What follows belongs to an exercise in optimizing a design on an open flow for small area and few clock cycles; a production flow would make more cautious choices. Function was checked by simulation only, so behaviour that the tests miss may differ from the original. No activity file was given, so power comes from the tool's default toggle rates.

// klb_rx
module klb_rx (
    input  wire        clk,
    input  wire        rst,              
    input  wire        in_valid,
    input  wire [7:0]  in_data,
    output wire        in_ready,
    output wire        out_valid,
    output wire [7:0]  out_data,
    input  wire        out_ready,
    output reg  [7:0]  length_errors,
    output reg  [7:0]  crc_errors,
    output reg  [7:0]  sequence_errors,
    output reg  [7:0]  overflow_errors
);
==> flow/config.mk <==
export PLATFORM = sky130hd
export DESIGN_NAME = klb_rx
export DESIGN_NICKNAME = klb_rx
export VERILOG_FILES = /design/flow/design.v
export SDC_FILE = /design/flow/constraint.sdc
export NUM_CORES = 4
export LEC_CHECK = 0
export CAP_MARGIN = 20
export CORE_MARGIN = 2
export CORE_UTILIZATION = 65
export CTS_BUF_LIST = sky130_fd_sc_hd__clkbuf_16
export CTS_CLUSTER_DIAMETER = 80
export CTS_CLUSTER_SIZE = 24
export PLACE_DENSITY = 0.75
export SLEW_MARGIN = 20
==> flow/constraint.sdc <==
create_clock -name core_clock -period 8.0 [get_ports {clk}]
set_input_delay 1.6000 -clock core_clock [delete_from_list [all_inputs] [get_ports {clk}]]
set_output_delay 1.6000 -clock core_clock [all_outputs]
set_load 0.01 [all_outputs]
run.sh (not shown) runs the stock make flow with config.mk's settings and CLKGATE_MAP_FILE= SYNTH_SCRIPT=/design/flow/synth_recipe.tcl, a recipe that flattens the netlist after the stock synthesis.
The baseline went through all stages and came out clean.
Testbench counts at the start, summed over its fixed seeds: cycles 27,083.
Edit:
--- a/flow/config.mk
+++ b/flow/config.mk
@@ -9,3 +9,3 @@
 export CORE_MARGIN = 2
-export CORE_UTILIZATION = 65
+export CORE_UTILIZATION = 40
 export CTS_BUF_LIST = sky130_fd_sc_hd__clkbuf_16
@@ -13,3 +13,2 @@
 export CTS_CLUSTER_SIZE = 24
-export PLACE_DENSITY = 0.75
 export SLEW_MARGIN = 20
Total power rises by 0.90%.
Non-clock buffer count increases by 7.
Worst setup slack gains 0.042 ns.
Wire length is higher by 7.3%.


The RTL this note starts from:
==> flow/design.v <==
module klb_rx (
    input  wire        clk,
    input  wire        rst,              
    input  wire        in_valid,
    input  wire [7:0]  in_data,
    output wire        in_ready,
    output wire        out_valid,
    output wire [7:0]  out_data,
    input  wire        out_ready,
    output reg  [7:0]  length_errors,
    output reg  [7:0]  crc_errors,
    output reg  [7:0]  sequence_errors,
    output reg  [7:0]  overflow_errors
);
    localparam MAXP = 128;               
    localparam QD   = 4;                 
    localparam QW   = 2;                 
    localparam [7:0] FEND  = 8'hC0;
    localparam [7:0] FESC  = 8'hDB;
    localparam [7:0] TFEND = 8'hDC;
    localparam [7:0] TFESC = 8'hDD;
    localparam [1:0] F_LEN  = 2'd0,
                     F_BODY = 2'd1,
                     F_RSSI = 2'd2,
                     F_ST1  = 2'd3;
    localparam [2:0] O_OPEN  = 3'd0,
                     O_CMD   = 3'd1,
                     O_DATA  = 3'd2,
                     O_ESC   = 3'd3,
                     O_CLOSE = 3'd4;
    reg [1:0]  fstate;
    reg [7:0]  brem;             
    reg        bfirst;           
    reg        blen_ok;          
    reg        bovf;             
    reg        bseq;             
    reg        bcd0;             
    reg        in_chain;
    reg [7:0]  prev_cd;
    reg        ph;
    reg        wclr;             
    reg [7:0]  wp;               
    reg [7:0]  cs;               
    reg [7:0]  rd;               
    reg [7:0]  rd_lo;            
    reg [15:0] rd_hi;            
    reg [7:0]    qend [0:QD-1];
    reg [QW-1:0] qhead, qtail;
    reg [QW:0]   qcount;
    reg [2:0]  ostate;
    wire       cfull  = (wp[6:0] == cs[6:0]) && (wp[7] != cs[7]);   
    wire [7:0] used   = wp - rd;
    wire       full   = used[7];                  
    wire       clr0   = !full;                    
    wire       clr1   = !full && (used != 8'd127);   
    wire       qfull  = qcount[QW];
    wire       qany   = (qcount != 0);
    wire       payload = (fstate == F_BODY) && !bfirst && blen_ok;
    wire       store   = payload && !cfull;
    wire blk_ok  = blen_ok && in_data[7] && !bseq && !bovf;
    wire done    = blk_ok && bcd0;
    assign in_ready = !((store && (full || !wclr)) || (fstate == F_ST1 && qfull && done));
    wire accept = in_valid && in_ready;
    wire judge  = accept && (fstate == F_ST1);
    wire push   = judge && done;
    wire       wr = accept && store;
    wire [7:0] wd = in_data ^ {8{ph}};
    wire [7:0] d_even = (wr && !wp[0]) ? wd : 8'hFF;
    wire [7:0] d_odd  = (wr &&  wp[0]) ? wd : 8'hFF;
    wire [7:0] cur_q;
    klb_rx_store u_store (
        .clk(clk), .clr0(clr0), .clr1(clr1), .wp(wp[6:0]),
        .d_even(d_even), .d_odd(d_odd), .rd_lo(rd_lo), .rd_hi(rd_hi),
        .cur_q(cur_q)
    );
    wire [7:0] oend = qend[qhead] ^ {8{ph}};
    wire [7:0] cur  = cur_q ^ {8{ph}};
    wire       spec = (cur == FEND) || (cur == FESC);
    wire [7:0] rdn  = rd + 8'd1;
    wire       last = (rdn == oend);
    reg [7:0] out_byte;
    always @(*) begin
        case (ostate)
            O_CMD:   out_byte = 8'h00;
            O_DATA:  out_byte = spec ? FESC : cur;
            O_ESC:   out_byte = (cur == FEND) ? TFEND : TFESC;
            default: out_byte = FEND;
        endcase
    end
    assign out_valid = qany || (in_valid && fstate == F_ST1 && done);
    assign out_data  = out_byte;
    wire send = out_valid && out_ready;
    wire pop  = send && (ostate == O_CLOSE);
    wire radv = send && ((ostate == O_DATA && !spec) || ostate == O_ESC);
    integer i;
    always @(posedge clk) begin
        ph <= rst ? 1'b0 : ~ph;
        for (i = 0; i < QD; i = i + 1)
            qend[i] <= ~((qend[i] | {8{push && qtail == i}}) &
                         ((wp ^ {8{ph}}) | {8{qfull || qtail != i}}));
    end
    always @(posedge clk) begin
        if (rst) begin
            fstate          <= F_LEN;
            brem            <= 8'd0;
            bfirst          <= 1'b0;
            blen_ok         <= 1'b0;
            bovf            <= 1'b0;
            bseq            <= 1'b0;
            bcd0            <= 1'b0;
            in_chain        <= 1'b0;
            prev_cd         <= 8'd0;
            wp              <= 8'd0;
            wclr            <= 1'b0;
            cs              <= 8'd0;
            rd              <= 8'd0;
            rd_lo           <= 8'd1;
            rd_hi           <= 16'd1;
            qhead           <= {QW{1'b0}};
            qtail           <= {QW{1'b0}};
            qcount          <= {(QW+1){1'b0}};
            ostate          <= O_OPEN;
            length_errors   <= 8'd0;
            crc_errors      <= 8'd0;
            sequence_errors <= 8'd0;
            overflow_errors <= 8'd0;
        end else begin
            if (accept) begin
                case (fstate)
                F_LEN: begin
                    brem    <= in_data;
                    bfirst  <= 1'b1;
                    blen_ok <= (in_data != 8'd0) && (in_data[7:5] == 3'd0);
                    bovf    <= 1'b0;
                    fstate  <= (in_data == 8'd0) ? F_RSSI : F_BODY;
                end
                F_BODY: begin
                    bfirst <= 1'b0;
                    if (bfirst) begin
                        bseq    <= in_chain && (in_data != prev_cd - 8'd1);
                        bcd0    <= (in_data == 8'd0);
                        prev_cd <= in_data;
                    end
                    if (store)
                        wp <= wp + 8'd1;
                    if (payload && cfull)
                        bovf <= 1'b1;
                    brem <= brem - 8'd1;
                    if (brem == 8'd1)
                        fstate <= F_RSSI;
                end
                F_RSSI: fstate <= F_ST1;
                default: begin       
                    fstate <= F_LEN;
                    if (!blen_ok)
                        length_errors <= length_errors + 8'd1;
                    else if (!in_data[7])
                        crc_errors <= crc_errors + 8'd1;
                    else if (bseq)
                        sequence_errors <= sequence_errors + 8'd1;
                    else if (bovf)
                        overflow_errors <= overflow_errors + 8'd1;
                    in_chain <= blk_ok && !done;
                    if (!blk_ok)
                        wp <= cs;            
                    if (done) begin
                        cs    <= wp;         
                        qtail <= qtail + 1'b1;
                    end
                end
                endcase
            end
            if (judge && !blk_ok)
                wclr <= 1'b0;
            else if (wr)
                wclr <= clr1;
            else
                wclr <= clr0;
            if (radv) begin
                rd    <= rdn;
                rd_lo <= {rd_lo[6:0], rd_lo[7]};
                if (rd_lo[7])
                    rd_hi <= {rd_hi[14:0], rd_hi[15]};
            end
            if (send) begin
                case (ostate)
                O_OPEN: ostate <= O_CMD;
                O_CMD:  ostate <= (rd == oend) ? O_CLOSE : O_DATA;
                O_DATA: if (spec)
                            ostate <= O_ESC;
                        else if (last)
                            ostate <= O_CLOSE;
                O_ESC:  ostate <= last ? O_CLOSE : O_DATA;
                default: begin       
                    ostate <= O_OPEN;
                    qhead  <= qhead + 1'b1;
                end
                endcase
            end
            qcount <= qcount + {{QW{1'b0}}, push} - {{QW{1'b0}}, pop};
        end
    end
endmodule
module klb_rx_store (
    input  wire        clk,
    input  wire        clr0,             
    input  wire        clr1,             
    input  wire [6:0]  wp,
    input  wire [7:0]  d_even,           
    input  wire [7:0]  d_odd,            
    input  wire [7:0]  rd_lo,            
    input  wire [15:0] rd_hi,            
    output reg  [7:0]  cur_q
);
    reg [7:0]  buffer [0:127];
    reg  [127:0] clr;
    reg  [7:0]   wl, wm;
    reg  [15:0]  wh;
    integer i;
    always @(*) begin
        for (i = 0; i < 8; i = i + 1)
            wl[i] = (wp[2:0] == i);
        for (i = 0; i < 16; i = i + 1)
            wh[i] = (wp[6:3] == i);
        wm[0] = 1'b0;
        for (i = 1; i < 8; i = i + 1)
            wm[i] = (wl[i] && clr0) || (wl[i-1] && clr1);
        for (i = 0; i < 128; i = i + 1)
            if (i % 8 != 0)
                clr[i] = wh[i/8] && wm[i%8];
            else
                clr[i] = (wh[i/8] && wl[0] && clr0) ||
                         (wh[(i/8+15)%16] && wl[7] && clr1);
    end
    always @(posedge clk)
        for (i = 0; i < 128; i = i + 1)
            buffer[i] <= ~(({8{clr[i]}} & ((i % 2) ? d_odd : d_even)) | buffer[i]);
    reg [7:0] grp;
    integer j, k;
    always @(*) begin
        cur_q = 8'd0;
        for (j = 0; j < 16; j = j + 1) begin
            grp = 8'd0;
            for (k = 0; k < 8; k = k + 1)
                grp = grp | (buffer[8*j+k] & {8{rd_lo[k]}});
            cur_q = cur_q | (grp & {8{rd_hi[j]}});
        end
    end
endmodule
clock: 8.0 ns
lec_check: 0
cap_margin: 20
core_margin: 2
core_utilization: 40
cts_buf_list: sky130_fd_sc_hd__clkbuf_16
cts_cluster_diameter: 80
cts_cluster_size: 24
slew_margin: 20
synth_hierarchical: 1
Testbench counts at the start, summed over its fixed seeds: cycles 27,083.
Change:
==> flow/flow/run.sh (new file) <==
#!/bin/bash
# The standard layout (standard.sh), with these changes to how it is made:
#  - clock tree: clkbuf_16 buffers, sink clusters of at most 24 flip-flops
#    within 80 um, and no dummy loads;
#  - the buffers that port buffering puts on every input and output are buf_1;
#  - after global routing, gates off the critical paths are sized down
#    (ORFS's RECOVER_POWER, on all paths with positive slack).
# make's full output goes to flow_make.log in this folder; ORFS keeps each
# step's log under orfs/logs/.
set -euo pipefail
export CTS_ARGS="-sink_clustering_enable -repair_clock_nets -dont_use_dummy_load -buf_list sky130_fd_sc_hd__clkbuf_16 -sink_clustering_size 24 -sink_clustering_max_diameter 80"
export BUFFER_PORTS_ARGS="-buffer_cell sky130_fd_sc_hd__buf_1"
export RECOVER_POWER=100
bash standard.sh > flow_make.log 2>&1
==> flow/standard.sh (new file) <==
#!/bin/bash
# synth_recipe.tcl (not shown) runs the flow's synth.tcl, then flattens the netlist and writes it again
# the make line also repeats each setting of config.mk as NAME=value (left out here)
make -C /OpenROAD-flow-scripts/flow DESIGN_CONFIG=/design/flow/config.mk WORK_HOME=/design/flow/orfs CLKGATE_MAP_FILE= SYNTH_SCRIPT=/design/flow/synth_recipe.tcl "${@:-finish}"
--- a/flow/config.mk
+++ b/flow/config.mk
@@ -9,7 +9,4 @@
 export CORE_MARGIN = 2
 export CORE_UTILIZATION = 40
-export CTS_BUF_LIST = sky130_fd_sc_hd__clkbuf_16
-export CTS_CLUSTER_DIAMETER = 80
-export CTS_CLUSTER_SIZE = 24
 export SLEW_MARGIN = 20
 export SYNTH_HIERARCHICAL = 1
removed: flow/run.sh
Outcome:
- This time the run produced a layout that fails on max-capacitance violations, max-slew violations
- first-iteration DRC count goes down by about 9%
- non-clock buffer count grows by 4
- sequential share of layout area climbs by 0.77 points
- power went down by about 1.7%
Change:
==> flow/flow/run.sh (replaced) <==
#!/bin/bash
# The standard layout (standard.sh), with two changes to how it is made:
#  - clock tree: clkbuf_16 buffers, sink clusters of at most 24 flip-flops
#    within 80 um, and no dummy loads;
#  - the buffers that port buffering puts on every input and output are buf_1.
# make's full output goes to flow_make.log in this folder; ORFS keeps each
# step's log under orfs/logs/.
set -euo pipefail
export CTS_ARGS="-sink_clustering_enable -repair_clock_nets -dont_use_dummy_load -buf_list sky130_fd_sc_hd__clkbuf_16 -sink_clustering_size 24 -sink_clustering_max_diameter 80"
export BUFFER_PORTS_ARGS="-buffer_cell sky130_fd_sc_hd__buf_1"
bash standard.sh > flow_make.log 2>&1
With this change the flow completed without violations.
Total power stays flat.
Combinational power went up by about 1%.
Global-route usage does not change.
Wire length barely changes.
Final cell count does not change.
Register-to-register slack is better by 2200 ps.
Clock-buffer cell count does not change.
Cell area went up by 0.36%.
Change:
==> flow/run.sh (new file) <==
#!/bin/bash
# synth_recipe.tcl (not shown) runs the flow's synth.tcl, then flattens the netlist and writes it again
# the make line also repeats each setting of config.mk as NAME=value (left out here)
make -C /OpenROAD-flow-scripts/flow DESIGN_CONFIG=/design/flow/config.mk WORK_HOME=/design/flow/orfs CLKGATE_MAP_FILE= SYNTH_SCRIPT=/design/flow/synth_recipe.tcl finish
--- a/flow/config.mk
+++ b/flow/config.mk
@@ -6,7 +6,10 @@
 export NUM_CORES = 4
 export LEC_CHECK = 0
-export CAP_MARGIN = 20
+export CAP_MARGIN = 5
 export CORE_MARGIN = 2
-export CORE_UTILIZATION = 40
-export SLEW_MARGIN = 20
+export CORE_UTILIZATION = 45
+export CTS_BUF_LIST = sky130_fd_sc_hd__clkbuf_16
+export CTS_CLUSTER_DIAMETER = 80
+export CTS_CLUSTER_SIZE = 24
+export SLEW_MARGIN = 5
 export SYNTH_HIERARCHICAL = 1
removed: flow/flow/run.sh
removed: flow/standard.sh
Effect: The new run finished clean; non-clock buffer count goes down by 9; worst setup slack gets worse by 360 ps; via count goes down slightly; cell count goes down by a few percent; clock power goes up by a few percent; worst hold slack is about the same; synthesized cell count is unchanged; sequential power is about the same.

==> separate check: timing with driven ports <==
In the flow no input, the clock included, has a driving cell. The finished layouts below were timed again as built, in two steps. Step 1 sets driving cells, clkbuf_16 on the clock port and buf_2 on the other inputs (assumed; they add their load-dependent delay and slew). Step 2 adds t to the input delays and takes it off the output delays; t is the mean of the earliest and latest rising clock arrival at the registers after step 1. Input paths then give back, and output paths get back, about the clock's delay inside the block. Slacks: ideal / step 1 / step 2; pairs: ideal / step 1.
run	shift t [ns]	setup slack, ns	worst hold slack (ns)	worst data-port slew with drivers (ns)	pins driven straight from the clock port
the first run of note 1	0.740	0.386 / 0.320 / 1.061	0.410 / 0.410 / 0.410	0.05	1
the second run of note 1	0.768	0.428 / 0.354 / 1.122	0.410 / 0.410 / 0.410	0.06	1
the first run of note 2	0.746	0.721 / 0.653 / 1.400	0.411 / 0.411 / 0.411	0.04	1
the second run of note 2	0.715	0.646 / 0.646 / 0.646	0.409 / 0.409 / 0.409	0.04	1
the third run of note 2	0.716	1.023 / 0.959 / 1.674	0.409 / 0.409 / 0.409	0.04	1
the fourth run of note 2	0.722	0.661 / 0.593 / 1.314	0.411 / 0.411 / 0.411	0.06	1
